This is an optimization exercise on Yosys and OpenROAD, whose aim is small area, a short achievable clock period and few clock cycles, not a production implementation. Function was checked by simulation only, so behaviour that the tests miss may differ from the original. Power is estimated from default activity; no workload was simulated.

## scanout_ctrl
module scanout_ctrl #(
    parameter PW = 320,      
    parameter PH = 240       
) (
    input             clk,
    input             rst,
    input             alloc_ok,
    input             cmd_valid,
    input      [31:0] cmd_word,
    output            cmd_ready,
    output reg        cmd_done,
    input             evt_valid,
    input      [31:0] evt_word,
    output            evt_ready,
    output reg        evt_done,
    input      [4:0]  reg_addr,
    output reg [31:0] reg_rdata,
    output            fb_rd,
    output            fb_sel,
    output     [25:0] fb_addr,
    input      [15:0] fb_rdata,
    output            lb_we,
    output            lb_sel,
    output     [12:0] lb_addr,
    output     [15:0] lb_wdata,
    output            flush_valid,
    output            flush_sel,
    output     [12:0] flush_x0,
    output     [12:0] flush_x1,
    output            frame_ready,
    output            buf_ack,
    output            front,
    output            busy,
    output     [6:0]  bl_pct
);
clock: 60.0 ns
lec_check: 0
abc_area: 1
cap_margin: 40
core_margin: 2
core_utilization: 40
slew_margin: 40
run.sh (not shown) runs the stock make flow with config.mk's settings and CLKGATE_MAP_FILE= SYNTH_SCRIPT=/design/flow/synth_recipe.tcl, a recipe that flattens the netlist after the stock synthesis.
The baseline completed without violations.
Testbench counts at the start, summed over its fixed seeds: cycles 1,314,648.
==> next run, changes <==
==> flow/flow/run.sh (new file) <==
#!/bin/bash
set -o pipefail
export BUFFER_PORTS_ARGS="-buffer_cell sky130_fd_sc_hd__buf_2"
bash standard.sh > standard_flow.log 2>&1
==> flow/standard.sh (new file) <==
#!/bin/bash
# synth_recipe.tcl (not shown) runs the flow's synth.tcl, then flattens the netlist and writes it again
# the make line also repeats each setting of config.mk as NAME=value (left out here)
make -C /OpenROAD-flow-scripts/flow DESIGN_CONFIG=/design/flow/config.mk WORK_HOME=/design/flow/orfs CLKGATE_MAP_FILE= SYNTH_SCRIPT=/design/flow/synth_recipe.tcl "${@:-finish}"
removed: flow/run.sh
After rerunning:
- sequential power stays flat
- wire length drops by 2.3%
- global-route usage drops by 0.76 points
- cell area drops by 6.5%
- power drops by 6.4%
- first-iteration DRC count drops by 18%
- fmax climbs by 3.5%
- non-clock buffer count drops by 1

the previous run:
Another version of the RTL of scanout_ctrl (not shown whole).
Size: about 1300 cells after synthesis, roughly 220 flip-flops, roughly 220 I/O pins.
==> flow/config.mk <==
export PLATFORM = sky130hd
export DESIGN_NAME = scanout_ctrl
export DESIGN_NICKNAME = scanout_ctrl
export VERILOG_FILES = /design/flow/design.v
export SDC_FILE = /design/flow/constraint.sdc
export NUM_CORES = 4
export LEC_CHECK = 0
export CAP_MARGIN = 40
export CORE_MARGIN = 2
export CORE_UTILIZATION = 60
export CTS_BUF_LIST = sky130_fd_sc_hd__clkbuf_8
export CTS_CLUSTER_DIAMETER = 80
export CTS_CLUSTER_SIZE = 12
export SLEW_MARGIN = 40
==> flow/constraint.sdc <==
create_clock -name core_clock -period 60.0 [get_ports {clk}]
set_input_delay 12.0000 -clock core_clock [delete_from_list [all_inputs] [get_ports {clk}]]
set_output_delay 12.0000 -clock core_clock [all_outputs]
set_load 0.01 [all_outputs]
standard.sh (not shown) runs the stock make flow with config.mk's settings and CLKGATE_MAP_FILE= SYNTH_SCRIPT=/design/flow/synth_recipe.tcl, a recipe that flattens the netlist after the stock synthesis.
==> flow/flow/run.sh <==
#!/bin/bash
set -o pipefail
export BUFFER_PORTS_ARGS="-buffer_cell sky130_fd_sc_hd__buf_1"
bash standard.sh SETUP_SLACK_MARGIN=34 finish > standard_flow.log 2>&1
Testbench counts of the previous run, summed over its fixed seeds: cycles 1,314,648.
Input-level comparison between the current run and the previous run:
- swapping 80 for 100 in CTS_CLUSTER_DIAMETER
- swapping 12 for 20 in CTS_CLUSTER_SIZE
- clearing CTS_BUF_LIST, which used to be sky130_fd_sc_hd__clkbuf_8
[summary]
- Changes observed in the current run relative to the previous run: met2 track utilization from global routing saw a decrease; cell count lower.
- The design area on the previous run is in line with that on the current run.
- Comparing sequential share of power for the current run and the previous run, the bigger number came from the previous run.
- When the current run is set beside the previous run, its depth of the critical timing path with buffers and inverters included turns out to be 1 larger.
- Going from the previous run to the current run, routed wire length about even, non-clock buffer count fell 0.41%.

## separate check: timing with driven ports
The flow's constraints put no driver on any port. The routed layouts listed below were extracted and timed again, unchanged, in two steps. Step 1 (the two cells are an assumption about what drives the block):
set clk [get_ports {clk}]
set_driving_cell -lib_cell sky130_fd_sc_hd__clkbuf_16 $clk
set_driving_cell -lib_cell sky130_fd_sc_hd__buf_2 [delete_from_list [all_inputs] $clk]
Step 2 adds t to the input delays and takes it off the output delays; t is the mean of the earliest and latest rising clock arrival at the registers after step 1. Input paths then give back, and output paths get back, about the clock's delay inside the block. Slacks: no drivers / after step 1 / after step 2; pairs: no drivers / after step 1.
run | shift t [ns] | setup slack, ns | clock arrival spread, ns | pins driven straight from the clock port
the first run of note 1 | 0.599 | 32.293 / 32.268 / 32.268 | 0.020 / 0.020 | 1
the second run of note 1 | 0.598 | 33.226 / 33.183 / 33.183 | 0.016 / 0.016 | 1
the previous run | 0.593 | 34.121 / 34.089 / 34.089 | 0.035 / 0.034 | 1
the current run | 0.537 | 34.108 / 34.071 / 34.071 | 0.026 / 0.026 | 1
After both steps setup and hold are still met in every run listed. The setup slack of the second run of note 1, which loses most, moves by -0.043 ns with the drivers and by -0.043 ns with both steps.
